Source: an optimization exercise on an open RTL-to-GDS flow (aim: small area). Production flows keep margins and buffers that such runs may drop. Function was checked by simulation only, so behaviour that the tests miss may differ from the original. Power is estimated from default activity; no workload was simulated.

$ cat flow/config.mk
export PLATFORM = sky130hd
export DESIGN_NAME = ycc_to_rgb
export DESIGN_NICKNAME = ycc_to_rgb
export VERILOG_FILES = /design/flow/design.v
export SDC_FILE = /design/flow/constraint.sdc
export NUM_CORES = 4
export LEC_CHECK = 0
export CAP_MARGIN = 20
export CORE_MARGIN = 2
export CORE_UTILIZATION = 65
export PLACE_DENSITY = 0.75
export SLEW_MARGIN = 20
export SYNTH_HIERARCHICAL = 1
export SYNTH_MINIMUM_KEEP_SIZE = 0
$ cat flow/flow/abc_map.script
strash
dch
amap
topo
stime -c
$ cat flow/constraint.sdc
create_clock -name core_clock -period 10.0 [get_ports {clk}]
set_input_delay 2.0000 -clock core_clock [delete_from_list [all_inputs] [get_ports {clk}]]
set_output_delay 2.0000 -clock core_clock [all_outputs]
set_load 0.01 [all_outputs]
$ cat flow/standard.sh
#!/bin/bash
# synth_recipe.tcl (not shown) runs the flow's synth.tcl, then flattens the netlist and writes it again
# the make line also repeats each setting of config.mk as NAME=value (left out here)
make -C /OpenROAD-flow-scripts/flow DESIGN_CONFIG=/design/flow/config.mk WORK_HOME=/design/flow/orfs CLKGATE_MAP_FILE= SYNTH_SCRIPT=/design/flow/synth_recipe.tcl "${@:-finish}"
$ cat flow/flow/run.sh
#!/bin/bash
# The standard layout with two changes:
#  - the synthesis is the standard flow's (synth_recipe.tcl), except that its final ABC
#    mapping uses flow/abc_map.script (area-oriented mapping) instead of ORFS's
#    speed script;
#  - the port buffers are sky130_fd_sc_hd__buf_2 cells.
set -euo pipefail
here=$(pwd)
{
  echo "# synth_recipe.tcl, with the final ABC mapping done by $here/flow/abc_map.script"
  echo "proc abc {args} {"
  echo "  set i [lsearch -exact \$args -script]"
  echo "  if {\$i >= 0} { lset args [expr {\$i + 1}] $here/flow/abc_map.script }"
  echo "  yosys abc {*}\$args"
  echo "}"
  cat "$here/synth_recipe.tcl"
} > "$here/synth_area.tcl"
bash standard.sh SYNTH_SCRIPT="$here/synth_area.tcl" \
  BUFFER_PORTS_ARGS="-buffer_cell sky130_fd_sc_hd__buf_2" finish > standard_flow.log 2>&1
$ cat flow/design.v
module ycc_to_rgb (
    input  wire        clk,
    input  wire        rst,           
    input  wire        in_valid,
    input  wire        in_mode,       
    input  wire [2:0]  in_cll,        
    input  wire [15:0] in_e0,         
    input  wire [15:0] in_e1,         
    input  wire [15:0] in_e2,         
    output reg         out_valid,
    output wire [31:0] out_pixel      
);
  wire [15:0] y    = in_e0;
  wire [15:0] cb   = in_e1;
  wire [15:0] cr   = in_e2;
  wire [15:0] y_n  = ~in_e0;
  wire [15:0] cb_n = ~in_e1;
  wire [15:0] cr_n = ~in_e2;
  wire [7:0]  yy   = in_e0[7:0];
  wire [15:0] co_w = {8'd0, in_e1[7:0]} << in_cll;
  wire [15:0] cg_w = {8'd0, in_e2[7:0]} << in_cll;
  wire [7:0]  co   = co_w[8:1];
  wire [7:0]  cg   = cg_w[8:1];
  wire [7:0]  co_n = ~co;
  wire [7:0]  cg_n = ~cg;
  wire ri1 = ~cr_n[13];
  wire rs2, rc3;
  ha u_rs2 (cr_n[14], cr_n[12], rs2, rc3);
  wire rs4, rc5;
  fa u_rs4 (cr[15], cr_n[13], cr[11], rs4, rc5);
  wire rs6, rc7;
  fa u_rs6 (y[0], cr_n[14], cr[12], rs6, rc7);
  wire rs8, rc9;
  fa u_rs8 (y[1], cr[15], cr[13], rs8, rc9);
  wire rs10, rc11;
  fa u_rs10 (cr_n[9], cr[6], cr_n[4], rs10, rc11);
  wire rs12, rc13;
  fa u_rs12 (y[2], cr[14], cr_n[10], rs12, rc13);
  wire rs14, rc15;
  fa u_rs14 (cr[7], cr_n[5], cr_n[3], rs14, rc15);
  wire rs16, rc17;
  fa u_rs16 (y[3], cr_n[15], cr_n[11], rs16, rc17);
  wire rs18, rc19;
  ha u_rs18 (cr[8], cr_n[6], rs18, rc19);
  wire rs20, rc21;
  fa u_rs20 (y[4], cr_n[12], cr[9], rs20, rc21);
  wire ri22 = ~cr_n[7];
  wire rs23, rc24;
  fa u_rs23 (y[5], cr_n[13], cr[10], rs23, rc24);
  wire ri25 = ~cr_n[8];
  wire rs26, rc27;
  fa u_rs26 (y[6], cr_n[14], cr[11], rs26, rc27);
  wire ri28 = ~cr_n[9];
  wire rs29, rc30;
  fa u_rs29 (y[7], cr[15], cr[12], rs29, rc30);
  wire ri31 = ~y[8];
  wire ri32 = ~y[9];
  wire ri33 = ~cr_n[8];
  wire rs34, rc35;
  ha u_rs34 (cr_n[9], cr_n[7], rs34, rc35);
  wire rs36, rc37;
  ha u_rs36 (cr_n[10], cr_n[8], rs36, rc37);
  wire rs38, rc39;
  fa u_rs38 (cr_n[11], cr_n[9], cr[7], rs38, rc39);
  wire rs40, rc41;
  fa u_rs40 (cr_n[12], cr_n[10], cr[8], rs40, rc41);
  wire rs42, rc43;
  fa u_rs42 (cr_n[11], cr[9], cr_n[5], rs42, rc43);
  wire rs44, rc45;
  ha u_rs44 (cr[2], cr_n[0], rs44, rc45);
  wire rs46, rc47;
  fa u_rs46 (cr_n[13], cr[10], cr_n[6], rs46, rc47);
  wire rs48, rc49;
  fa u_rs48 (cr[3], cr_n[1], rs2, rs48, rc49);
  wire rs50, rc51;
  fa u_rs50 (cr_n[7], cr[4], cr_n[2], rs50, rc51);
  wire rs52, rc53;
  fa u_rs52 (cr_n[0], rc3, rs4, rs52, rc53);
  wire rs54, rc55;
  fa u_rs54 (cr_n[8], cr[5], cr_n[3], rs54, rc55);
  wire rs56, rc57;
  fa u_rs56 (cr_n[1], rc5, rs6, rs56, rc57);
  wire rs58, rc59;
  fa u_rs58 (cr_n[2], cr[0], rc7, rs58, rc59);
  wire rs60, rc61;
  fa u_rs60 (1'b1, rs8, rs10, rs60, rc61);
  wire rs62, rc63;
  fa u_rs62 (cr[1], rc9, rc11, rs62, rc63);
  wire rs64, rc65;
  fa u_rs64 (1'b1, rs12, rs14, rs64, rc65);
  wire rs66, rc67;
  fa u_rs66 (cr_n[4], cr[2], rs18, rs66, rc67);
  wire rs68, rc69;
  fa u_rs68 (rc13, rc15, rs16, rs68, rc69);
  wire rs70, rc71;
  fa u_rs70 (cr_n[5], cr[3], ri22, rs70, rc71);
  wire rs72, rc73;
  fa u_rs72 (rc19, rc17, rs20, rs72, rc73);
  wire rs74, rc75;
  fa u_rs74 (cr_n[7], cr_n[6], cr[4], rs74, rc75);
  wire rs76, rc77;
  fa u_rs76 (ri25, rc21, rs23, rs76, rc77);
  wire rs78, rc79;
  fa u_rs78 (cr_n[8], cr_n[7], cr[5], rs78, rc79);
  wire rs80, rc81;
  fa u_rs80 (ri28, rc24, rs26, rs80, rc81);
  wire rs82, rc83;
  fa u_rs82 (cr_n[9], cr_n[10], cr_n[8], rs82, rc83);
  wire rs84, rc85;
  fa u_rs84 (cr[6], rc27, rs29, rs84, rc85);
  wire rs86, rc87;
  fa u_rs86 (cr[13], cr_n[11], cr_n[9], rs86, rc87);
  wire rs88, rc89;
  fa u_rs88 (cr[7], ri31, rc30, rs88, rc89);
  wire rs90, rc91;
  fa u_rs90 (y[8], cr[14], cr_n[12], rs90, rc91);
  wire rs92, rc93;
  fa u_rs92 (cr_n[10], cr[8], ri32, rs92, rc93);
  wire rs94, rc95;
  fa u_rs94 (y[9], y[10], cr_n[15], rs94, rc95);
  wire rs96, rc97;
  fa u_rs96 (cr_n[13], cr_n[11], cr[9], rs96, rc97);
  wire rs98, rc99;
  fa u_rs98 (y[11], cr_n[14], cr_n[12], rs98, rc99);
  wire ri100 = ~cr[10];
  wire rs101, rc102;
  fa u_rs101 (y[12], cr[15], cr_n[13], rs101, rc102);
  wire ri103 = ~cr[11];
  wire rs104, rc105;
  fa u_rs104 (y[13], cr_n[14], cr[12], rs104, rc105);
  wire rs106, rc107;
  ha u_rs106 (cr_n[6], cr[4], rs106, rc107);
  wire rs108, rc109;
  fa u_rs108 (cr_n[8], cr[5], cr_n[1], rs108, rc109);
  wire rs110, rc111;
  fa u_rs110 (cr[6], cr_n[2], rc35, rs110, rc111);
  wire rs112, rc113;
  fa u_rs112 (cr_n[3], cr[0], rc37, rs112, rc113);
  wire rs114, rc115;
  fa u_rs114 (cr_n[4], cr[1], rc39, rs114, rc115);
  wire rs116, rc117;
  fa u_rs116 (ri1, rs44, rc41, rs116, rc117);
  wire rs118, rc119;
  fa u_rs118 (rc45, rc43, rs46, rs118, rc119);
  wire rs120, rc121;
  fa u_rs120 (rc47, rs50, rc49, rs120, rc121);
  wire rs122, rc123;
  fa u_rs122 (rc51, rs54, rc53, rs122, rc123);
  wire rs124, rc125;
  fa u_rs124 (rc55, rc57, rs58, rs124, rc125);
  wire rs126, rc127;
  fa u_rs126 (rc59, rc61, rs62, rs126, rc127);
  wire rs128, rc129;
  fa u_rs128 (rs66, rc63, rc65, rs128, rc129);
  wire rs130, rc131;
  fa u_rs130 (rs70, rc67, rc69, rs130, rc131);
  wire rs132, rc133;
  fa u_rs132 (rs74, rc71, rc73, rs132, rc133);
  wire rs134, rc135;
  fa u_rs134 (rc75, rs78, rc77, rs134, rc135);
  wire rs136, rc137;
  fa u_rs136 (rc79, rs82, rc81, rs136, rc137);
  wire rs138, rc139;
  fa u_rs138 (rc83, rs86, rc85, rs138, rc139);
  wire rs140, rc141;
  fa u_rs140 (rc87, rs90, rs92, rs140, rc141);
  wire rs142, rc143;
  fa u_rs142 (rc91, rs94, rs96, rs142, rc143);
  wire rs144, rc145;
  fa u_rs144 (ri100, rc95, rc97, rs144, rc145);
  wire rs146, rc147;
  fa u_rs146 (cr[10], ri103, rc99, rs146, rc147);
  wire rs148, rc149;
  fa u_rs148 (cr[11], rc102, rs104, rs148, rc149);
  wire rs150, rc151;
  fa u_rs150 (y[14], cr[15], cr[13], rs150, rc151);
  wire ri152 = ~cr_n[2];
  wire rs153, rc154;
  ha u_rs153 (cr_n[3], cr_n[1], rs153, rc154);
  wire rs155, rc156;
  fa u_rs155 (cr_n[4], cr_n[2], cr[0], rs155, rc156);
  wire rs157, rc158;
  fa u_rs157 (cr_n[5], cr_n[3], cr[1], rs157, rc158);
  wire rs159, rc160;
  fa u_rs159 (cr_n[6], cr_n[4], cr[2], rs159, rc160);
  wire rs161, rc162;
  fa u_rs161 (cr_n[7], cr_n[5], cr[3], rs161, rc162);
  wire rs163, rc164;
  fa u_rs163 (cr_n[0], ri33, rs106, rs163, rc164);
  wire rs165, rc166;
  fa u_rs165 (rc107, rs34, rs108, rs165, rc166);
  wire rs167, rc168;
  fa u_rs167 (rs36, rc109, rs110, rs167, rc168);
  wire rs169, rc170;
  fa u_rs169 (rs38, rc111, rs112, rs169, rc170);
  wire rs171, rc172;
  fa u_rs171 (rs40, rc113, rs114, rs171, rc172);
  wire rs173, rc174;
  fa u_rs173 (rs42, rc115, rs116, rs173, rc174);
  wire rs175, rc176;
  fa u_rs175 (rs48, rc117, rs118, rs175, rc176);
  wire rs177, rc178;
  fa u_rs177 (rc119, rs52, rs120, rs177, rc178);
  wire rs179, rc180;
  fa u_rs179 (rs56, rc121, rs122, rs179, rc180);
  wire rs181, rc182;
  fa u_rs181 (rs60, rc123, rs124, rs181, rc182);
  wire rs183, rc184;
  fa u_rs183 (rs64, rc125, rs126, rs183, rc184);
  wire rs185, rc186;
  fa u_rs185 (rs68, rc127, rs128, rs185, rc186);
  wire rs187, rc188;
  fa u_rs187 (rs72, rc129, rs130, rs187, rc188);
  wire rs189, rc190;
  fa u_rs189 (rs76, rc131, rs132, rs189, rc190);
  wire rs191, rc192;
  fa u_rs191 (rs80, rc133, rs134, rs191, rc192);
  wire rs193, rc194;
  fa u_rs193 (rs84, rc135, rs136, rs193, rc194);
  wire rs195, rc196;
  fa u_rs195 (rs88, rc137, rs138, rs195, rc196);
  wire rs197, rc198;
  fa u_rs197 (rc89, rs140, rc139, rs197, rc198);
  wire rs199, rc200;
  fa u_rs199 (rc93, rs142, rc141, rs199, rc200);
  wire rs201, rc202;
  fa u_rs201 (rs98, rc143, rs144, rs201, rc202);
  wire rs203, rc204;
  fa u_rs203 (rs101, rc145, rs146, rs203, rc204);
  wire rs205, rc206;
  fa u_rs205 (1'b1, rc147, rs148, rs205, rc206);
  wire rs207, rc208;
  fa u_rs207 (rc105, rs150, rc149, rs207, rc208);
  wire rs209, rc210;
  fa u_rs209 (y_n[15], cr[14], rc151, rs209, rc210);
  wire [21:0] r_cy;
  assign r_cy[0] = 1'b0;
  wire r_G0 = ((cr_n[2] & rs153) | ((cr_n[2] | rs153) & ((ri152 & cr_n[0]) | ((ri152 | cr_n[0]) & ((cr_n[1] & 1'b0) | ((cr_n[1] | 1'b0) & (1'b1 & cr_n[0])))))));
  wire r_P0 = (1'b1 | cr_n[0]) & (cr_n[1] | 1'b0) & (ri152 | cr_n[0]) & (cr_n[2] | rs153);
  assign r_cy[4] = r_G0 | (r_P0 & r_cy[0]);
  wire r_G4 = ((rc160 & rs161) | ((rc160 | rs161) & ((rc158 & rs159) | ((rc158 | rs159) & ((rc156 & rs157) | ((rc156 | rs157) & (rc154 & rs155)))))));
  wire r_P4 = (rc154 | rs155) & (rc156 | rs157) & (rc158 | rs159) & (rc160 | rs161);
  assign r_cy[8] = r_G4 | (r_P4 & r_cy[4]);
  wire r_G8 = ((rc168 & rs169) | ((rc168 | rs169) & ((rc166 & rs167) | ((rc166 | rs167) & ((rc164 & rs165) | ((rc164 | rs165) & (rc162 & rs163)))))));
  wire r_P8 = (rc162 | rs163) & (rc164 | rs165) & (rc166 | rs167) & (rc168 | rs169);
  assign r_cy[12] = r_G8 | (r_P8 & r_cy[8]);
  wire r_G12 = ((rc176 & rs177) | ((rc176 | rs177) & ((rc174 & rs175) | ((rc174 | rs175) & ((rc172 & rs173) | ((rc172 | rs173) & (rc170 & rs171)))))));
  wire r_P12 = (rc170 | rs171) & (rc172 | rs173) & (rc174 | rs175) & (rc176 | rs177);
  assign r_cy[16] = r_G12 | (r_P12 & r_cy[12]);
  wire r_G16 = ((rc184 & rs185) | ((rc184 | rs185) & ((rc182 & rs183) | ((rc182 | rs183) & ((rc180 & rs181) | ((rc180 | rs181) & (rc178 & rs179)))))));
  wire r_P16 = (rc178 | rs179) & (rc180 | rs181) & (rc182 | rs183) & (rc184 | rs185);
  assign r_cy[20] = r_G16 | (r_P16 & r_cy[16]);
  wire r_G20 = (rc186 & rs187);
  wire r_P20 = (rc186 | rs187);
  assign r_cy[21] = r_G20 | (r_P20 & r_cy[20]);
  wire r1s211, r1c212;
  fa u_r1s211 (yy[0], co[0], cg_n[0], r1s211, r1c212);
  wire r1s213, r1c214;
  fa u_r1s213 (yy[1], co[1], cg_n[1], r1s213, r1c214);
  wire r1s215, r1c216;
  fa u_r1s215 (yy[2], co[2], cg_n[2], r1s215, r1c216);
  wire r1s217, r1c218;
  fa u_r1s217 (yy[3], co[3], cg_n[3], r1s217, r1c218);
  wire r1s219, r1c220;
  fa u_r1s219 (yy[4], co[4], cg_n[4], r1s219, r1c220);
  wire r1s221, r1c222;
  fa u_r1s221 (yy[5], co[5], cg_n[5], r1s221, r1c222);
  wire r1s223, r1c224;
  fa u_r1s223 (yy[6], co[6], cg_n[6], r1s223, r1c224);
  wire r1s225, r1c226;
  fa u_r1s225 (yy[7], co[7], cg_n[7], r1s225, r1c226);
  wire r_ci = r_cy[21] | in_mode;
  wire r_a0 = in_mode ? r1s211 : rc188;
  wire r_a1 = in_mode ? r1s213 : rc190;
  wire r_a2 = in_mode ? r1s215 : rc192;
  wire r_a3 = in_mode ? r1s217 : rc194;
  wire r_a4 = in_mode ? r1s219 : rc196;
  wire r_a5 = in_mode ? r1s221 : rc198;
  wire r_a6 = in_mode ? r1s223 : rc200;
  wire r_a7 = in_mode ? r1s225 : rc202;
  wire r_b0 = rs189 & ~in_mode;
  wire r_b1 = in_mode ? r1c212 : rs191;
  wire r_b2 = in_mode ? r1c214 : rs193;
  wire r_b3 = in_mode ? r1c216 : rs195;
  wire r_b4 = in_mode ? r1c218 : rs197;
  wire r_b5 = in_mode ? r1c220 : rs199;
  wire r_b6 = in_mode ? r1c222 : rs201;
  wire r_b7 = in_mode ? r1c224 : rs203;
  wire rs227, rc228;
  fa u_rs227 (r_a0, r_b0, r_ci, rs227, rc228);
  wire rs229, rc230;
  fa u_rs229 (r_a1, r_b1, rc228, rs229, rc230);
  wire rs231, rc232;
  fa u_rs231 (r_a2, r_b2, rc230, rs231, rc232);
  wire rs233, rc234;
  fa u_rs233 (r_a3, r_b3, rc232, rs233, rc234);
  wire r_sk0 = ((r_a3 & r_b3) | ((r_a3 | r_b3) & ((r_a2 & r_b2) | ((r_a2 | r_b2) & ((r_a1 & r_b1) | ((r_a1 | r_b1) & (r_a0 & r_b0))))))) | ((r_a0 | r_b0) & (r_a1 | r_b1) & (r_a2 | r_b2) & (r_a3 | r_b3) & r_ci);
  wire rs235, rc236;
  fa u_rs235 (r_a4, r_b4, r_sk0, rs235, rc236);
  wire rs237, rc238;
  fa u_rs237 (r_a5, r_b5, rc236, rs237, rc238);
  wire rs239, rc240;
  fa u_rs239 (r_a6, r_b6, rc238, rs239, rc240);
  wire rs241, rc242;
  fa u_rs241 (r_a7, r_b7, rc240, rs241, rc242);
  wire r_sk4 = ((r_a7 & r_b7) | ((r_a7 | r_b7) & ((r_a6 & r_b6) | ((r_a6 | r_b6) & ((r_a5 & r_b5) | ((r_a5 | r_b5) & (r_a4 & r_b4))))))) | ((r_a4 | r_b4) & (r_a5 | r_b5) & (r_a6 | r_b6) & (r_a7 | r_b7) & r_sk0);
  wire [7:0] r_m = {rs241, rs239, rs237, rs235, rs233, rs231, rs229, rs227};
  wire rs243, rc244;
  ha u_rs243 (rc204, rs205, rs243, rc244);
  wire rs245, rc246;
  fa u_rs245 (rc206, rs207, rc244, rs245, rc246);
  wire rs247, rc248;
  fa u_rs247 (rc208, rs209, rc246, rs247, rc248);
  wire rs249, rc250;
  fa u_rs249 (rc210, cr_n[15], rc248, rs249, rc250);
  wire ri251 = ~rc250;
  wire [4:0] r_t = {ri251, rs249, rs247, rs245, rs243};
  wire r_in0 = r_sk4 ? (&r_t) : ~(|r_t);
  wire [2:0] r_k = {r1c226, cg[7], co[7]};
  wire r_q0 = (r_k == 3'b000) | (r_k == 3'b101) | (r_k == 3'b011);
  wire r_q1 = (r_k == 3'b100) | (r_k == 3'b010) | (r_k == 3'b111);
  wire r_qn = (r_k == 3'b001);
  wire r_in1 = r_sk4 ? r_q0 : r_q1;
  wire r_ng1 = r_sk4 ? r_qn : (r_qn | r_q0);
  wire r_in = in_mode ? r_in1 : r_in0;
  wire r_hi = in_mode ? ~r_ng1 : ~r_t[4];
  wire [7:0] r_o = r_in ? r_m : {8{r_hi}};
  wire gi252 = ~cb[14];
  wire gs253, gc254;
  fa u_gs253 (y[0], cb_n[15], cb[5], gs253, gc254);
  wire gs255, gc256;
  fa u_gs255 (cb[3], cb_n[1], cr[15], gs255, gc256);
  wire gs257, gc258;
  fa u_gs257 (y[1], cb[6], cb[4], gs257, gc258);
  wire gi259 = ~cb_n[2];
  wire gs260, gc261;
  fa u_gs260 (y[2], cb[7], cb[5], gs260, gc261);
  wire gi262 = ~cb_n[3];
  wire gs263, gc264;
  fa u_gs263 (y[3], cb[8], cb[6], gs263, gc264);
  wire gi265 = ~cb_n[4];
  wire gs266, gc267;
  fa u_gs266 (y[4], cb[9], cb[7], gs266, gc267);
  wire gi268 = ~y[5];
  wire gi269 = ~y[6];
  wire gs270, gc271;
  ha u_gs270 (cb[12], cb[2], gs270, gc271);
  wire gs272, gc273;
  fa u_gs272 (cb[13], cb[3], cb[1], gs272, gc273);
  wire gs274, gc275;
  ha u_gs274 (cr_n[13], cr[9], gs274, gc275);
  wire gs276, gc277;
  fa u_gs276 (cb[4], cb[2], cb_n[0], gs276, gc277);
  wire gs278, gc279;
  fa u_gs278 (cr_n[14], cr[10], cr[7], gs278, gc279);
  wire gs280, gc281;
  ha u_gs280 (cr[4], cr[1], gs280, gc281);
  wire gs282, gc283;
  fa u_gs282 (cb[14], cr[11], cr[8], gs282, gc283);
  wire gs284, gc285;
  fa u_gs284 (cr[5], cr[2], cr_n[0], gs284, gc285);
  wire gs286, gc287;
  fa u_gs286 (1'b1, gs253, gs255, gs286, gc287);
  wire gs288, gc289;
  fa u_gs288 (cr[12], cr[9], cr[6], gs288, gc289);
  wire gs290, gc291;
  fa u_gs290 (cr[3], cr_n[1], gi259, gs290, gc291);
  wire gs292, gc293;
  fa u_gs292 (gc254, gc256, gs257, gs292, gc293);
  wire gs294, gc295;
  fa u_gs294 (cb_n[2], cr[13], cr[10], gs294, gc295);
  wire gs296, gc297;
  fa u_gs296 (cr[7], cr[4], cr_n[2], gs296, gc297);
  wire gs298, gc299;
  fa u_gs298 (gi262, gc258, gs260, gs298, gc299);
  wire gs300, gc301;
  fa u_gs300 (cb_n[3], cr[14], cr[11], gs300, gc301);
  wire gs302, gc303;
  fa u_gs302 (cr[8], cr[5], cr_n[3], gs302, gc303);
  wire gs304, gc305;
  fa u_gs304 (gi265, gc261, gs263, gs304, gc305);
  wire gs306, gc307;
  fa u_gs306 (cb_n[4], cb_n[5], cr_n[15], gs306, gc307);
  wire gs308, gc309;
  fa u_gs308 (cr[12], cr[9], cr[6], gs308, gc309);
  wire gs310, gc311;
  fa u_gs310 (cr_n[4], gc264, gs266, gs310, gc311);
  wire gs312, gc313;
  fa u_gs312 (cb[10], cb[8], cb_n[6], gs312, gc313);
  wire gs314, gc315;
  fa u_gs314 (cr[13], cr[10], cr[7], gs314, gc315);
  wire gs316, gc317;
  fa u_gs316 (cr_n[5], gi268, gc267, gs316, gc317);
  wire gs318, gc319;
  fa u_gs318 (y[5], cb[11], cb[9], gs318, gc319);
  wire gs320, gc321;
  fa u_gs320 (cb_n[7], cr[14], cr[11], gs320, gc321);
  wire gs322, gc323;
  fa u_gs322 (cr[8], cr_n[6], gi269, gs322, gc323);
  wire gs324, gc325;
  fa u_gs324 (y[6], y[7], cb[12], gs324, gc325);
  wire gs326, gc327;
  fa u_gs326 (cb[10], cb_n[8], cr_n[15], gs326, gc327);
  wire gs328, gc329;
  fa u_gs328 (cr[12], cr[9], cr_n[7], gs328, gc329);
  wire gs330, gc331;
  fa u_gs330 (y[8], cb[13], cb[11], gs330, gc331);
  wire gs332, gc333;
  fa u_gs332 (cb_n[9], cr[13], cr[10], gs332, gc333);
  wire gi334 = ~cr_n[8];
  wire gs335, gc336;
  fa u_gs335 (y[9], cb[14], cb[12], gs335, gc336);
  wire gs337, gc338;
  fa u_gs337 (cb_n[10], cr[14], cr[11], gs337, gc338);
  wire gi339 = ~cr_n[9];
  wire gs340, gc341;
  fa u_gs340 (y[10], cb_n[15], cb[13], gs340, gc341);
  wire gs342, gc343;
  fa u_gs342 (cb_n[11], cr_n[15], cr[12], gs342, gc343);
  wire gi344 = ~cr_n[10];
  wire gs345, gc346;
  fa u_gs345 (y[11], cb[14], cb_n[12], gs345, gc346);
  wire gi347 = ~y[12];
  wire gs348, gc349;
  fa u_gs348 (cb[10], cb[0], cr_n[10], gs348, gc349);
  wire gs350, gc351;
  fa u_gs350 (cb[11], cb[1], cr_n[11], gs350, gc351);
  wire gs352, gc353;
  ha u_gs352 (cr[7], cr[4], gs352, gc353);
  wire gs354, gc355;
  fa u_gs354 (cb[0], cr_n[12], cr[8], gs354, gc355);
  wire gs356, gc357;
  fa u_gs356 (cr[5], cr[2], gs270, gs356, gc357);
  wire gs358, gc359;
  fa u_gs358 (cr[6], cr[3], cr[0], gs358, gc359);
  wire gs360, gc361;
  fa u_gs360 (gc271, gs274, gs272, gs360, gc361);
  wire gs362, gc363;
  fa u_gs362 (gi252, gc275, gs280, gs362, gc363);
  wire gs364, gc365;
  fa u_gs364 (gc273, gs276, gs278, gs364, gc365);
  wire gs366, gc367;
  fa u_gs366 (gc281, gc277, gc279, gs366, gc367);
  wire gs368, gc369;
  fa u_gs368 (gs282, gs284, gs286, gs368, gc369);
  wire gs370, gc371;
  fa u_gs370 (gc283, gc285, gs288, gs370, gc371);
  wire gs372, gc373;
  fa u_gs372 (gs290, gc287, gs292, gs372, gc373);
  wire gs374, gc375;
  fa u_gs374 (gc289, gs294, gs296, gs374, gc375);
  wire gs376, gc377;
  fa u_gs376 (gc291, gc293, gs298, gs376, gc377);
  wire gs378, gc379;
  fa u_gs378 (gc295, gc297, gs300, gs378, gc379);
  wire gs380, gc381;
  fa u_gs380 (gs302, gc299, gs304, gs380, gc381);
  wire gs382, gc383;
  fa u_gs382 (gc301, gc303, gs306, gs382, gc383);
  wire gs384, gc385;
  fa u_gs384 (gs308, gc305, gs310, gs384, gc385);
  wire gs386, gc387;
  fa u_gs386 (gc307, gc309, gs312, gs386, gc387);
  wire gs388, gc389;
  fa u_gs388 (gs314, gc311, gs316, gs388, gc389);
  wire gs390, gc391;
  fa u_gs390 (gc313, gc315, gs318, gs390, gc391);
  wire gs392, gc393;
  fa u_gs392 (gs320, gs322, gc317, gs392, gc393);
  wire gs394, gc395;
  fa u_gs394 (gc319, gc321, gs324, gs394, gc395);
  wire gs396, gc397;
  fa u_gs396 (gs326, gs328, gc323, gs396, gc397);
  wire gs398, gc399;
  fa u_gs398 (gi334, gc325, gc327, gs398, gc399);
  wire gs400, gc401;
  fa u_gs400 (gc329, gs330, gs332, gs400, gc401);
  wire gs402, gc403;
  fa u_gs402 (cr_n[8], gi339, gc331, gs402, gc403);
  wire gs404, gc405;
  fa u_gs404 (gc333, gs335, gs337, gs404, gc405);
  wire gs406, gc407;
  fa u_gs406 (cr_n[9], gi344, gc336, gs406, gc407);
  wire gs408, gc409;
  fa u_gs408 (gc338, gs340, gs342, gs408, gc409);
  wire gs410, gc411;
  fa u_gs410 (cr_n[10], cr[13], cr_n[11], gs410, gc411);
  wire gs412, gc413;
  fa u_gs412 (gc341, gc343, gs345, gs412, gc413);
  wire gs414, gc415;
  fa u_gs414 (cb_n[15], cb_n[13], cr[14], gs414, gc415);
  wire gs416, gc417;
  fa u_gs416 (cr_n[12], gi347, gc346, gs416, gc417);
  wire gs418, gc419;
  fa u_gs418 (y[12], y[13], cb_n[14], gs418, gc419);
  wire gs420, gc421;
  ha u_gs420 (cr_n[15], cr_n[13], gs420, gc421);
  wire gs422, gc423;
  ha u_gs422 (y[14], cb[15], gs422, gc423);
  wire gs424, gc425;
  ha u_gs424 (cb[7], cr_n[7], gs424, gc425);
  wire gs426, gc427;
  fa u_gs426 (cb[8], cr_n[8], cr[4], gs426, gc427);
  wire gs428, gc429;
  fa u_gs428 (cb[9], cr_n[9], cr[5], gs428, gc429);
  wire gs430, gc431;
  fa u_gs430 (cr[6], cr[3], cr[0], gs430, gc431);
  wire gs432, gc433;
  fa u_gs432 (cr[1], gs352, gc349, gs432, gc433);
  wire gs434, gc435;
  fa u_gs434 (gc353, gc351, gs354, gs434, gc435);
  wire gs436, gc437;
  fa u_gs436 (gc355, gs358, gc357, gs436, gc437);
  wire gs438, gc439;
  fa u_gs438 (gc359, gs362, gc361, gs438, gc439);
  wire gs440, gc441;
  fa u_gs440 (gc363, gc365, gs366, gs440, gc441);
  wire gs442, gc443;
  fa u_gs442 (gc367, gs370, gc369, gs442, gc443);
  wire gs444, gc445;
  fa u_gs444 (gc371, gs374, gc373, gs444, gc445);
  wire gs446, gc447;
  fa u_gs446 (gc375, gs378, gc377, gs446, gc447);
  wire gs448, gc449;
  fa u_gs448 (gc379, gs382, gc381, gs448, gc449);
  wire gs450, gc451;
  fa u_gs450 (gc383, gs386, gc385, gs450, gc451);
  wire gs452, gc453;
  fa u_gs452 (gc387, gs390, gs392, gs452, gc453);
  wire gs454, gc455;
  fa u_gs454 (gc391, gs394, gs396, gs454, gc455);
  wire gs456, gc457;
  fa u_gs456 (gc395, gs398, gc397, gs456, gc457);
  wire gs458, gc459;
  fa u_gs458 (gc399, gc401, gs402, gs458, gc459);
  wire gs460, gc461;
  fa u_gs460 (gc403, gc405, gs406, gs460, gc461);
  wire gs462, gc463;
  fa u_gs462 (gs410, gc407, gc409, gs462, gc463);
  wire gs464, gc465;
  fa u_gs464 (gc411, gs414, gc413, gs464, gc465);
  wire gs466, gc467;
  fa u_gs466 (gs420, gc415, gs418, gs466, gc467);
  wire gs468, gc469;
  fa u_gs468 (cr_n[14], gc421, gs422, gs468, gc469);
  wire gs470, gc471;
  fa u_gs470 (y_n[15], cr[15], gc423, gs470, gc471);
  wire gi472 = ~cb[0];
  wire gs473, gc474;
  ha u_gs473 (cb[1], cr_n[1], gs473, gc474);
  wire gs475, gc476;
  ha u_gs475 (cb[2], cr_n[2], gs475, gc476);
  wire gs477, gc478;
  ha u_gs477 (cb[3], cr_n[3], gs477, gc478);
  wire gs479, gc480;
  fa u_gs479 (cb[4], cr_n[4], cr[0], gs479, gc480);
  wire gs481, gc482;
  fa u_gs481 (cb[5], cr_n[5], cr[1], gs481, gc482);
  wire gs483, gc484;
  fa u_gs483 (cb[6], cr_n[6], cr[2], gs483, gc484);
  wire gs485, gc486;
  fa u_gs485 (cr[3], cr[0], gs424, gs485, gc486);
  wire gs487, gc488;
  fa u_gs487 (cr[1], gc425, gs426, gs487, gc488);
  wire gs489, gc490;
  fa u_gs489 (cr[2], gc427, gs428, gs489, gc490);
  wire gs491, gc492;
  fa u_gs491 (gc429, gs430, gs348, gs491, gc492);
  wire gs493, gc494;
  fa u_gs493 (gc431, gs350, gs432, gs493, gc494);
  wire gs495, gc496;
  fa u_gs495 (gs356, gc433, gs434, gs495, gc496);
  wire gs497, gc498;
  fa u_gs497 (gc435, gs360, gs436, gs497, gc498);
  wire gs499, gc500;
  fa u_gs499 (gs364, gc437, gs438, gs499, gc500);
  wire gs501, gc502;
  fa u_gs501 (gc439, gs440, gs368, gs501, gc502);
  wire gs503, gc504;
  fa u_gs503 (gc441, gs372, gs442, gs503, gc504);
  wire gs505, gc506;
  fa u_gs505 (gs376, gc443, gs444, gs505, gc506);
  wire gs507, gc508;
  fa u_gs507 (gs380, gc445, gs446, gs507, gc508);
  wire gs509, gc510;
  fa u_gs509 (gs384, gc447, gs448, gs509, gc510);
  wire gs511, gc512;
  fa u_gs511 (gs388, gc449, gs450, gs511, gc512);
  wire gs513, gc514;
  fa u_gs513 (gc389, gs452, gc451, gs513, gc514);
  wire gs515, gc516;
  fa u_gs515 (gc393, gs454, gc453, gs515, gc516);
  wire gs517, gc518;
  fa u_gs517 (gs400, gc455, gs456, gs517, gc518);
  wire gs519, gc520;
  fa u_gs519 (gs404, gc457, gs458, gs519, gc520);
  wire gs521, gc522;
  fa u_gs521 (gs408, gc459, gs460, gs521, gc522);
  wire gs523, gc524;
  fa u_gs523 (gs412, gc461, gs462, gs523, gc524);
  wire gs525, gc526;
  fa u_gs525 (gs416, gc463, gs464, gs525, gc526);
  wire gs527, gc528;
  fa u_gs527 (gc417, gs466, gc465, gs527, gc528);
  wire gs529, gc530;
  fa u_gs529 (gc419, gs468, gc467, gs529, gc530);
  wire gs531, gc532;
  fa u_gs531 (1'b1, gs470, gc469, gs531, gc532);
  wire [21:0] g_cy;
  assign g_cy[0] = 1'b0;
  wire g_G0 = ((gc474 & gs475) | ((gc474 | gs475) & ((cb[0] & gs473) | ((cb[0] | gs473) & ((gi472 & cr_n[0]) | ((gi472 | cr_n[0]) & (1'b0 & 1'b0)))))));
  wire g_P0 = (1'b0 | 1'b0) & (gi472 | cr_n[0]) & (cb[0] | gs473) & (gc474 | gs475);
  assign g_cy[4] = g_G0 | (g_P0 & g_cy[0]);
  wire g_G4 = ((gc482 & gs483) | ((gc482 | gs483) & ((gc480 & gs481) | ((gc480 | gs481) & ((gc478 & gs479) | ((gc478 | gs479) & (gc476 & gs477)))))));
  wire g_P4 = (gc476 | gs477) & (gc478 | gs479) & (gc480 | gs481) & (gc482 | gs483);
  assign g_cy[8] = g_G4 | (g_P4 & g_cy[4]);
  wire g_G8 = ((gc490 & gs491) | ((gc490 | gs491) & ((gc488 & gs489) | ((gc488 | gs489) & ((gc486 & gs487) | ((gc486 | gs487) & (gc484 & gs485)))))));
  wire g_P8 = (gc484 | gs485) & (gc486 | gs487) & (gc488 | gs489) & (gc490 | gs491);
  assign g_cy[12] = g_G8 | (g_P8 & g_cy[8]);
  wire g_G12 = ((gc498 & gs499) | ((gc498 | gs499) & ((gc496 & gs497) | ((gc496 | gs497) & ((gc494 & gs495) | ((gc494 | gs495) & (gc492 & gs493)))))));
  wire g_P12 = (gc492 | gs493) & (gc494 | gs495) & (gc496 | gs497) & (gc498 | gs499);
  assign g_cy[16] = g_G12 | (g_P12 & g_cy[12]);
  wire g_G16 = ((gc506 & gs507) | ((gc506 | gs507) & ((gc504 & gs505) | ((gc504 | gs505) & ((gc502 & gs503) | ((gc502 | gs503) & (gc500 & gs501)))))));
  wire g_P16 = (gc500 | gs501) & (gc502 | gs503) & (gc504 | gs505) & (gc506 | gs507);
  assign g_cy[20] = g_G16 | (g_P16 & g_cy[16]);
  wire g_G20 = (gc508 & gs509);
  wire g_P20 = (gc508 | gs509);
  assign g_cy[21] = g_G20 | (g_P20 & g_cy[20]);
  wire g_ci = g_cy[21] & ~in_mode;
  wire g_a0 = in_mode ? yy[0] : gc510;
  wire g_a1 = in_mode ? yy[1] : gc512;
  wire g_a2 = in_mode ? yy[2] : gc514;
  wire g_a3 = in_mode ? yy[3] : gc516;
  wire g_a4 = in_mode ? yy[4] : gc518;
  wire g_a5 = in_mode ? yy[5] : gc520;
  wire g_a6 = in_mode ? yy[6] : gc522;
  wire g_a7 = in_mode ? yy[7] : gc524;
  wire g_b0 = in_mode ? cg[0] : gs511;
  wire g_b1 = in_mode ? cg[1] : gs513;
  wire g_b2 = in_mode ? cg[2] : gs515;
  wire g_b3 = in_mode ? cg[3] : gs517;
  wire g_b4 = in_mode ? cg[4] : gs519;
  wire g_b5 = in_mode ? cg[5] : gs521;
  wire g_b6 = in_mode ? cg[6] : gs523;
  wire g_b7 = in_mode ? cg[7] : gs525;
  wire gs533, gc534;
  fa u_gs533 (g_a0, g_b0, g_ci, gs533, gc534);
  wire gs535, gc536;
  fa u_gs535 (g_a1, g_b1, gc534, gs535, gc536);
  wire gs537, gc538;
  fa u_gs537 (g_a2, g_b2, gc536, gs537, gc538);
  wire gs539, gc540;
  fa u_gs539 (g_a3, g_b3, gc538, gs539, gc540);
  wire g_sk0 = ((g_a3 & g_b3) | ((g_a3 | g_b3) & ((g_a2 & g_b2) | ((g_a2 | g_b2) & ((g_a1 & g_b1) | ((g_a1 | g_b1) & (g_a0 & g_b0))))))) | ((g_a0 | g_b0) & (g_a1 | g_b1) & (g_a2 | g_b2) & (g_a3 | g_b3) & g_ci);
  wire gs541, gc542;
  fa u_gs541 (g_a4, g_b4, g_sk0, gs541, gc542);
  wire gs543, gc544;
  fa u_gs543 (g_a5, g_b5, gc542, gs543, gc544);
  wire gs545, gc546;
  fa u_gs545 (g_a6, g_b6, gc544, gs545, gc546);
  wire gs547, gc548;
  fa u_gs547 (g_a7, g_b7, gc546, gs547, gc548);
  wire g_sk4 = ((g_a7 & g_b7) | ((g_a7 | g_b7) & ((g_a6 & g_b6) | ((g_a6 | g_b6) & ((g_a5 & g_b5) | ((g_a5 | g_b5) & (g_a4 & g_b4))))))) | ((g_a4 | g_b4) & (g_a5 | g_b5) & (g_a6 | g_b6) & (g_a7 | g_b7) & g_sk0);
  wire [7:0] g_m = {gs547, gs545, gs543, gs541, gs539, gs537, gs535, gs533};
  wire gs549, gc550;
  ha u_gs549 (gc526, gs527, gs549, gc550);
  wire gs551, gc552;
  fa u_gs551 (gc528, gs529, gc550, gs551, gc552);
  wire gs553, gc554;
  fa u_gs553 (gc530, gs531, gc552, gs553, gc554);
  wire gs555, gc556;
  fa u_gs555 (gc532, gc471, gc554, gs555, gc556);
  wire gi557 = ~gc556;
  wire [4:0] g_t = {gi557, gs555, gs553, gs551, gs549};
  wire g_in0 = g_sk4 ? (&g_t) : ~(|g_t);
  wire g_in1 = g_sk4 == cg[7];
  wire g_ng1 = ~g_sk4 & cg[7];
  wire g_in = in_mode ? g_in1 : g_in0;
  wire g_hi = in_mode ? ~g_ng1 : ~g_t[4];
  wire [7:0] g_o = g_in ? g_m : {8{g_hi}};
  wire bs558, bc559;
  ha u_bs558 (y[1], cb_n[14], bs558, bc559);
  wire bs560, bc561;
  fa u_bs560 (y[2], cb[15], cb[13], bs560, bc561);
  wire bi562 = ~cb[10];
  wire bs563, bc564;
  fa u_bs563 (y[3], cb[14], cb[11], bs563, bc564);
  wire bi565 = ~cb[9];
  wire bs566, bc567;
  fa u_bs566 (y[4], cb_n[15], cb[12], bs566, bc567);
  wire bi568 = ~y[5];
  wire bi569 = ~y[6];
  wire bs570, bc571;
  fa u_bs570 (cb_n[11], cb[9], cb[6], bs570, bc571);
  wire bs572, bc573;
  fa u_bs572 (cb_n[12], cb[10], cb[7], bs572, bc573);
  wire bs574, bc575;
  fa u_bs574 (y[0], cb_n[13], cb[11], bs574, bc575);
  wire bs576, bc577;
  ha u_bs576 (cb[8], cb[6], bs576, bc577);
  wire bs578, bc579;
  fa u_bs578 (cb[12], cb[9], cb[7], bs578, bc579);
  wire bs580, bc581;
  fa u_bs580 (cb_n[3], cb[0], bs558, bs580, bc581);
  wire bs582, bc583;
  fa u_bs582 (cb[8], cb_n[4], cb[1], bs582, bc583);
  wire bs584, bc585;
  fa u_bs584 (bi562, bc559, bs560, bs584, bc585);
  wire bs586, bc587;
  fa u_bs586 (cb[10], cb_n[5], cb[2], bs586, bc587);
  wire bs588, bc589;
  fa u_bs588 (bi565, bc561, bs563, bs588, bc589);
  wire bs590, bc591;
  fa u_bs590 (cb[9], cb[10], cb_n[6], bs590, bc591);
  wire bs592, bc593;
  fa u_bs592 (cb[3], bc564, bs566, bs592, bc593);
  wire bs594, bc595;
  fa u_bs594 (cb[13], cb[11], cb_n[7], bs594, bc595);
  wire bs596, bc597;
  fa u_bs596 (cb[4], bi568, bc567, bs596, bc597);
  wire bs598, bc599;
  fa u_bs598 (y[5], cb[14], cb[12], bs598, bc599);
  wire bs600, bc601;
  fa u_bs600 (cb_n[8], cb[5], bi569, bs600, bc601);
  wire bs602, bc603;
  fa u_bs602 (y[6], y[7], cb_n[15], bs602, bc603);
  wire bs604, bc605;
  fa u_bs604 (cb[13], cb_n[9], cb[6], bs604, bc605);
  wire bs606, bc607;
  fa u_bs606 (y[8], cb[14], cb_n[10], bs606, bc607);
  wire bi608 = ~cb[7];
  wire bs609, bc610;
  fa u_bs609 (y[9], cb_n[15], cb_n[11], bs609, bc610);
  wire bi611 = ~y[10];
  wire bi612 = ~y[11];
  wire bs613, bc614;
  ha u_bs613 (cb_n[7], cb[5], bs613, bc614);
  wire bs615, bc616;
  fa u_bs615 (cb_n[8], cb[6], cb[3], bs615, bc616);
  wire bs617, bc618;
  fa u_bs617 (cb_n[9], cb[7], cb[4], bs617, bc618);
  wire bs619, bc620;
  fa u_bs619 (cb_n[10], cb[8], cb[5], bs619, bc620);
  wire bs621, bc622;
  fa u_bs621 (cb[4], cb_n[0], bs570, bs621, bc622);
  wire bs623, bc624;
  fa u_bs623 (cb[5], cb_n[1], bc571, bs623, bc624);
  wire bs625, bc626;
  fa u_bs625 (cb_n[2], bs576, bc573, bs625, bc626);
  wire bs627, bc628;
  fa u_bs627 (bc577, bc575, bs578, bs627, bc628);
  wire bs629, bc630;
  fa u_bs629 (bc579, bs582, bc581, bs629, bc630);
  wire bs631, bc632;
  fa u_bs631 (bc583, bs586, bc585, bs631, bc632);
  wire bs633, bc634;
  fa u_bs633 (bc587, bs590, bc589, bs633, bc634);
  wire bs635, bc636;
  fa u_bs635 (bc591, bs594, bc593, bs635, bc636);
  wire bs637, bc638;
  fa u_bs637 (bc595, bs598, bs600, bs637, bc638);
  wire bs639, bc640;
  fa u_bs639 (bc599, bs602, bs604, bs639, bc640);
  wire bs641, bc642;
  fa u_bs641 (bi608, bc603, bc605, bs641, bc642);
  wire bs643, bc644;
  fa u_bs643 (cb[7], cb[8], bc607, bs643, bc644);
  wire bs645, bc646;
  fa u_bs645 (cb_n[12], cb[9], bi611, bs645, bc646);
  wire bs647, bc648;
  fa u_bs647 (y[10], cb_n[13], cb[10], bs647, bc648);
  wire bs649, bc650;
  fa u_bs649 (y[11], y[12], cb_n[14], bs649, bc650);
  wire bs651, bc652;
  fa u_bs651 (y[13], cb[15], cb[12], bs651, bc652);
  wire bi653 = ~y[14];
  wire bs654, bc655;
  ha u_bs654 (cb_n[5], cb[3], bs654, bc655);
  wire bs656, bc657;
  fa u_bs656 (cb_n[6], cb[4], cb[1], bs656, bc657);
  wire bs658, bc659;
  fa u_bs658 (cb[2], cb[0], bs613, bs658, bc659);
  wire bs660, bc661;
  fa u_bs660 (cb[1], bc614, bs615, bs660, bc661);
  wire bs662, bc663;
  fa u_bs662 (cb[2], bc616, bs617, bs662, bc663);
  wire bs664, bc665;
  fa u_bs664 (cb[3], bc618, bs619, bs664, bc665);
  wire bs666, bc667;
  fa u_bs666 (1'b1, bc620, bs621, bs666, bc667);
  wire bs668, bc669;
  fa u_bs668 (bs572, bc622, bs623, bs668, bc669);
  wire bs670, bc671;
  fa u_bs670 (bs574, bc624, bs625, bs670, bc671);
  wire bs672, bc673;
  fa u_bs672 (bs580, bc626, bs627, bs672, bc673);
  wire bs674, bc675;
  fa u_bs674 (bc628, bs584, bs629, bs674, bc675);
  wire bs676, bc677;
  fa u_bs676 (bs588, bc630, bs631, bs676, bc677);
  wire bs678, bc679;
  fa u_bs678 (bs592, bc632, bs633, bs678, bc679);
  wire bs680, bc681;
  fa u_bs680 (bs596, bc634, bs635, bs680, bc681);
  wire bs682, bc683;
  fa u_bs682 (bc597, bs637, bc636, bs682, bc683);
  wire bs684, bc685;
  fa u_bs684 (bc601, bs639, bc638, bs684, bc685);
  wire bs686, bc687;
  fa u_bs686 (bs606, bc640, bs641, bs686, bc687);
  wire bs688, bc689;
  fa u_bs688 (bs609, bc642, bs643, bs688, bc689);
  wire bs690, bc691;
  fa u_bs690 (bc610, bs645, bc644, bs690, bc691);
  wire bs692, bc693;
  fa u_bs692 (bi612, bs647, bc646, bs692, bc693);
  wire bs694, bc695;
  fa u_bs694 (cb[11], bc648, bs649, bs694, bc695);
  wire bs696, bc697;
  fa u_bs696 (1'b1, bc650, bs651, bs696, bc697);
  wire bs698, bc699;
  fa u_bs698 (cb[13], bi653, bc652, bs698, bc699);
  wire bs700, bc701;
  fa u_bs700 (y[14], y_n[15], cb[14], bs700, bc701);
  wire [21:0] b_cy;
  assign b_cy[0] = 1'b0;
  wire b_G0 = ((1'b1 & cb_n[0]) | ((1'b1 | cb_n[0]) & ((1'b0 & 1'b0) | ((1'b0 | 1'b0) & ((1'b0 & 1'b0) | ((1'b0 | 1'b0) & (1'b0 & 1'b0)))))));
  wire b_P0 = (1'b0 | 1'b0) & (1'b0 | 1'b0) & (1'b0 | 1'b0) & (1'b1 | cb_n[0]);
  assign b_cy[4] = b_G0 | (b_P0 & b_cy[0]);
  wire b_G4 = ((cb_n[4] & cb[2]) | ((cb_n[4] | cb[2]) & ((cb_n[3] & cb[1]) | ((cb_n[3] | cb[1]) & ((cb_n[2] & cb[0]) | ((cb_n[2] | cb[0]) & (cb_n[1] & 1'b0)))))));
  wire b_P4 = (cb_n[1] | 1'b0) & (cb_n[2] | cb[0]) & (cb_n[3] | cb[1]) & (cb_n[4] | cb[2]);
  assign b_cy[8] = b_G4 | (b_P4 & b_cy[4]);
  wire b_G8 = ((bc659 & bs660) | ((bc659 | bs660) & ((bc657 & bs658) | ((bc657 | bs658) & ((bc655 & bs656) | ((bc655 | bs656) & (bs654 & cb[0])))))));
  wire b_P8 = (bs654 | cb[0]) & (bc655 | bs656) & (bc657 | bs658) & (bc659 | bs660);
  assign b_cy[12] = b_G8 | (b_P8 & b_cy[8]);
  wire b_G12 = ((bc667 & bs668) | ((bc667 | bs668) & ((bc665 & bs666) | ((bc665 | bs666) & ((bc663 & bs664) | ((bc663 | bs664) & (bc661 & bs662)))))));
  wire b_P12 = (bc661 | bs662) & (bc663 | bs664) & (bc665 | bs666) & (bc667 | bs668);
  assign b_cy[16] = b_G12 | (b_P12 & b_cy[12]);
  wire b_G16 = ((bc675 & bs676) | ((bc675 | bs676) & ((bc673 & bs674) | ((bc673 | bs674) & ((bc671 & bs672) | ((bc671 | bs672) & (bc669 & bs670)))))));
  wire b_P16 = (bc669 | bs670) & (bc671 | bs672) & (bc673 | bs674) & (bc675 | bs676);
  assign b_cy[20] = b_G16 | (b_P16 & b_cy[16]);
  wire b_G20 = (bc677 & bs678);
  wire b_P20 = (bc677 | bs678);
  assign b_cy[21] = b_G20 | (b_P20 & b_cy[20]);
  wire b1s702, b1c703;
  fa u_b1s702 (yy[0], co_n[0], cg_n[0], b1s702, b1c703);
  wire b1s704, b1c705;
  fa u_b1s704 (yy[1], co_n[1], cg_n[1], b1s704, b1c705);
  wire b1s706, b1c707;
  fa u_b1s706 (yy[2], co_n[2], cg_n[2], b1s706, b1c707);
  wire b1s708, b1c709;
  fa u_b1s708 (yy[3], co_n[3], cg_n[3], b1s708, b1c709);
  wire b1s710, b1c711;
  fa u_b1s710 (yy[4], co_n[4], cg_n[4], b1s710, b1c711);
  wire b1s712, b1c713;
  fa u_b1s712 (yy[5], co_n[5], cg_n[5], b1s712, b1c713);
  wire b1s714, b1c715;
  fa u_b1s714 (yy[6], co_n[6], cg_n[6], b1s714, b1c715);
  wire b1s716, b1c717;
  fa u_b1s716 (yy[7], co_n[7], cg_n[7], b1s716, b1c717);
  wire b_ci = b_cy[21] | in_mode;
  wire b_a0 = in_mode ? b1s702 : bc679;
  wire b_a1 = in_mode ? b1s704 : bc681;
  wire b_a2 = in_mode ? b1s706 : bc683;
  wire b_a3 = in_mode ? b1s708 : bc685;
  wire b_a4 = in_mode ? b1s710 : bc687;
  wire b_a5 = in_mode ? b1s712 : bc689;
  wire b_a6 = in_mode ? b1s714 : bc691;
  wire b_a7 = in_mode ? b1s716 : bc693;
  wire b_b0 = bs680 | in_mode;
  wire b_b1 = in_mode ? b1c703 : bs682;
  wire b_b2 = in_mode ? b1c705 : bs684;
  wire b_b3 = in_mode ? b1c707 : bs686;
  wire b_b4 = in_mode ? b1c709 : bs688;
  wire b_b5 = in_mode ? b1c711 : bs690;
  wire b_b6 = in_mode ? b1c713 : bs692;
  wire b_b7 = in_mode ? b1c715 : bs694;
  wire bs718, bc719;
  fa u_bs718 (b_a0, b_b0, b_ci, bs718, bc719);
  wire bs720, bc721;
  fa u_bs720 (b_a1, b_b1, bc719, bs720, bc721);
  wire bs722, bc723;
  fa u_bs722 (b_a2, b_b2, bc721, bs722, bc723);
  wire bs724, bc725;
  fa u_bs724 (b_a3, b_b3, bc723, bs724, bc725);
  wire b_sk0 = ((b_a3 & b_b3) | ((b_a3 | b_b3) & ((b_a2 & b_b2) | ((b_a2 | b_b2) & ((b_a1 & b_b1) | ((b_a1 | b_b1) & (b_a0 & b_b0))))))) | ((b_a0 | b_b0) & (b_a1 | b_b1) & (b_a2 | b_b2) & (b_a3 | b_b3) & b_ci);
  wire bs726, bc727;
  fa u_bs726 (b_a4, b_b4, b_sk0, bs726, bc727);
  wire bs728, bc729;
  fa u_bs728 (b_a5, b_b5, bc727, bs728, bc729);
  wire bs730, bc731;
  fa u_bs730 (b_a6, b_b6, bc729, bs730, bc731);
  wire bs732, bc733;
  fa u_bs732 (b_a7, b_b7, bc731, bs732, bc733);
  wire b_sk4 = ((b_a7 & b_b7) | ((b_a7 | b_b7) & ((b_a6 & b_b6) | ((b_a6 | b_b6) & ((b_a5 & b_b5) | ((b_a5 | b_b5) & (b_a4 & b_b4))))))) | ((b_a4 | b_b4) & (b_a5 | b_b5) & (b_a6 | b_b6) & (b_a7 | b_b7) & b_sk0);
  wire [7:0] b_m = {bs732, bs730, bs728, bs726, bs724, bs722, bs720, bs718};
  wire bs734, bc735;
  ha u_bs734 (bc695, bs696, bs734, bc735);
  wire bs736, bc737;
  fa u_bs736 (bc697, bs698, bc735, bs736, bc737);
  wire bs738, bc739;
  fa u_bs738 (bc699, bs700, bc737, bs738, bc739);
  wire bs740, bc741;
  fa u_bs740 (bc701, cb_n[15], bc739, bs740, bc741);
  wire bi742 = ~bc741;
  wire [4:0] b_t = {bi742, bs740, bs738, bs736, bs734};
  wire b_in0 = b_sk4 ? (&b_t) : ~(|b_t);
  wire [2:0] b_k = {b1c717, cg[7], co[7]};
  wire b_q0 = (b_k == 3'b000);
  wire b_q1 = (b_k == 3'b100) | (b_k == 3'b010) | (b_k == 3'b001);
  wire b_q2 = (b_k == 3'b110) | (b_k == 3'b101) | (b_k == 3'b011);
  wire b_in1 = b_sk4 ? b_q1 : b_q2;
  wire b_ng1 = b_sk4 ? b_q0 : (b_q0 | b_q1);
  wire b_in = in_mode ? b_in1 : b_in0;
  wire b_hi = in_mode ? ~b_ng1 : ~b_t[4];
  wire [7:0] b_o = b_in ? b_m : {8{b_hi}};
  reg [23:0] pix;
  always @(posedge clk) begin
    if (rst) out_valid <= 1'b0;
    else     out_valid <= in_valid;
    pix <= {b_o, g_o, r_o};
  end
  assign out_pixel = {8'hff, pix};
endmodule
module fa (input wire a, input wire b, input wire c, output wire s, output wire co);
  assign s  = a ^ b ^ c;
  assign co = (a & b) | (a & c) | (b & c);
endmodule
module xr (input wire a, input wire b, output wire s);
  assign s = a ^ b;
endmodule
module maj (input wire a, input wire b, input wire c, output wire co);
  assign co = (a & b) | (a & c) | (b & c);
endmodule
module ha (input wire a, input wire b, output wire s, output wire co);
  assign s  = a ^ b;
  assign co = a & b;
endmodule
==> impl_metrics.json <==
{
  "ys_ff_latch": 25,
  "maxCapViolCount": 0,
  "grt_pass1_vias": 8123,
  "place_hpwl_mm": 23.8,
  "final.fill_count": 1091,
  "grt_pass1_wl_mm": 46.0,
  "ff_latch_area_um2": 500,
  "cts_hold_buf": 0,
  "synth_area_um2": 9900,
  "diodes": 0,
  "async_reset_ff_share_pct": 0,
  "drcViolationCount": 0,
  "synth_top_area_share_pct": 66.9,
  "slew_headroom_pct": 40.4,
  "netlist-cell-type-count": 41,
  "final_common_cell": "fa_1",
  "vias": 7435,
  "worstSetupEndpointType": "register",
  "synth_edf_count": 0,
  "worst-path-max-fanout": 9,
  "vias_per_cell": 6.60,
  "wl_met3_mm": 3.29,
  "worstMarginPinSlew_ps": 891,
  "cts_made_buffers": 3,
  "yosys-top-cells-area": "fa_1, dfxtp_1, clkinv_1",
  "ant_nets": 0,
  "start_util_pct": 65.9,
  "post_cts.repair.setup_buffers": 0,
  "wl_met2_mm": 13.7,
  "io_buffers": 79,
  "totalPowerFinal_mw": 1.94,
  "post_route_cells_drive_above_1_share_pct": 9.17,
  "fin_crit_ps": 8220,
  "antenna_found_initial": 0,
  "path_clk_slew_ps": 60,
  "synthCells": 846,
  "cts_root_buffer": "clkbuf_16",
  "row_count": 45,
  "setup.worst_path.class": "in2reg",
  "syn_to_final_growth_pct": 7.35,
  "pin_count": 88,
  "dieArea_um2": 16200,
  "nets": 1350,
  "ctsHtreeMaxLevel": 1,
  "status": "complete, no violations",
  "hp-class": "in2reg",
  "crit_arrival_ps": 8410,
  "grt-ovfl-total": 0,
  "die_x_um": 127,
  "startpoint_type": "primary input",
  "hold_viol": 0,
  "synth_top_flop_cell": "dfxtp_1",
  "wire_per_inst_um": 26.0,
  "gp_congestion": 1.02,
  "final_cell_mix": "fa_1, clkinv_1, buf_2",
  "multi_input_area_um2": 8970,
  "rsz0062_at_grt": "false",
  "placeableCoreArea_um2": 15000,
  "cts_tree": "done",
  "drt_iter0_drc": 586,
  "die_h_um": 127,
  "clock_sinks": 25,
  "p_per_area_nw_per_um2": 183,
  "avgSynthCellArea_um2": 11.7,
  "highest_layer": "met4",
  "dr.pass1.iters": 6,
  "cp.required_ps": 10190,
  "grt_max_degree": 49,
  "fmax_mhz": 122,
  "drv_slew": 0,
  "grtUsageTotal_pct": 38.9,
  "leakage_nw": 4.03,
  "setup-violations-final": 0,
  "yosys.area.top_type": "fa_1",
  "cts_resized": 0,
  "layout_worst_path_cycle_share_pct": 82.2,
  "peakVddDrop_mv": 0.108,
  "wl_mm": 29.2,
  "clockBufferDepth": 2,
  "yosys_warnings": 7,
  "wl_met1_mm": 11.2,
  "fin_setup_tns_ps": 0,
  "synth_seq_area_share_pct": 5.05
}
## Yosys stat by module (local to each module, per instance)
module	cells	copies in the design
ycc_to_rgb	491	1
ha	1	24
fa	1	331
## sequential cells by signal, indices dropped and copies added, names as in the netlist
register   flops
out_valid      1
pix           24
## area by class of cell
class                      instances  area share [%]
multi-input combinational        714            84.4
sequential                        25            4.71
inverter                         113            3.99
timing repair buffer              82            3.93
tap                              188            2.21
clock buffer                       3           0.706
clock inverter                     1          0.0706
## layer usage
| layer | up-vias | GRT usage, % |
|---|---|---|
| li1 | 3019 | - |
| met1 | 3891 | 55.0 |
| met2 | 447 | 59.5 |
| met3 | 78 | 11.1 |
| met4 | 0 | 13.2 |
| met5 | - | 0 |
## worst max-delay path: stages
cell and delay, ps:
buf_2 140, clkinv_1 400, fa_1 600, fa_1 500, fa_1 390, fa_1 510
fa_1 450, o22ai_1 230, nor2_1 70, a221oi_1 230, nor2_1 80, o22ai_1 130
a21boi_0 290, nor2_1 120, a31o_1 290, a221oi_1 490, ha_1 320, a21oi_1 500
o221ai_1 450, o21ai_0 190
## worst paths after layout
path / from / endpoint / slack [ps] / cells past startpoint
hold / removal: rst / out_valid$_SDFF_PP0_ / 1880 / 2
setup / recovery: in_e1[15] / pix[11]$_DFF_P_ / 1780 / 20
## cells by family after synthesis
logic type | after synthesis | share of synthesized area, %
buffers and inverters | 121 | 4.89
AO/OA/AOI/OAI | 206 | 13.9
AND/OR/NAND/NOR | 137 | 6.05
other | 1 | 0.0379
flip-flops | 25 | 5.05
adder cells (fa/ha/maj) | 356 | 70.1
## synthesized netlist by cell type (2+ instances only)
| library cell | count |
|---|---|
| a211oi_1 | 2 |
| a21oi_1 | 19 |
| a221o_1 | 3 |
| a221oi_1 | 6 |
| a22o_1 | 19 |
| a22oi_1 | 11 |
| a31oi_1 | 11 |
| a32oi_1 | 2 |
| and2_0 | 2 |
| buf_4 | 8 |
| clkinv_1 | 113 |
| dfxtp_1 | 25 |
| fa_1 | 331 |
| ha_1 | 25 |
| nand2_1 | 29 |
| nand3_1 | 4 |
| nand4_1 | 3 |
| nor2_1 | 67 |
| nor2b_1 | 8 |
| nor3_1 | 10 |
| nor4_1 | 5 |
| o21a_1 | 4 |
| o21ai_0 | 47 |
| o21bai_1 | 5 |
| o221a_1 | 2 |
| o22a_1 | 3 |
| o22ai_1 | 56 |
| o31a_1 | 2 |
| o32a_1 | 3 |
| o32ai_1 | 3 |
| or2_0 | 8 |
## power by group
part	total (mW)	internal [mW]	switching, mW	leakage (nW)
sequential	0.166	0.154	0.0116	0.211
combinational	1.68	0.722	0.959	3.79
clock	0.0957	0.0545	0.0412	0.0371
total	1.94	0.931	1.01	4.03
## metrics by stage
stage                     utilization [%]  hold slack (ps)  instances  setup slack (ps)  instance area (µm²)
after floorplan                         -             2070        860              2480                 9950
after global placement               70.2             2160       1122              1700                10500
after detailed placement             70.2             2160       1122              1580                10500
after CTS                            70.7             1880       1126              1930                10600
after global routing                 70.7             1890       1126              1350                10600
final                                70.7             1880       1126              1780                10600

-- afterwards: timing with drivers on the ports --
In the flow no input, the clock included, has a driving cell. The finished layout below was timed again as built, in two steps.
Step 1, drivers: a clkbuf_16 drives clk and a buf_2 each remaining input, both assumed.
Step 2 also shifts input and output timing later by t, the mid clock arrival at the registers, as if the neighbouring blocks saw the same clock.
a / b / c = no drivers / after step 1 / after step 2; a / b = the first two.
t, ns: 0.305
slack for setup (ns): 1.779 / 1.787 / 1.481
clock arrival spread, ns: 0.009 / 0.009
slew at the worst register clock pin (ns): 0.07 / 0.07
worst slew at a driven data input, ns: 0.04
After both steps setup and hold are still met in this run. The setup slack of this run moves by +0.008 ns with the drivers and by -0.298 ns with both steps.
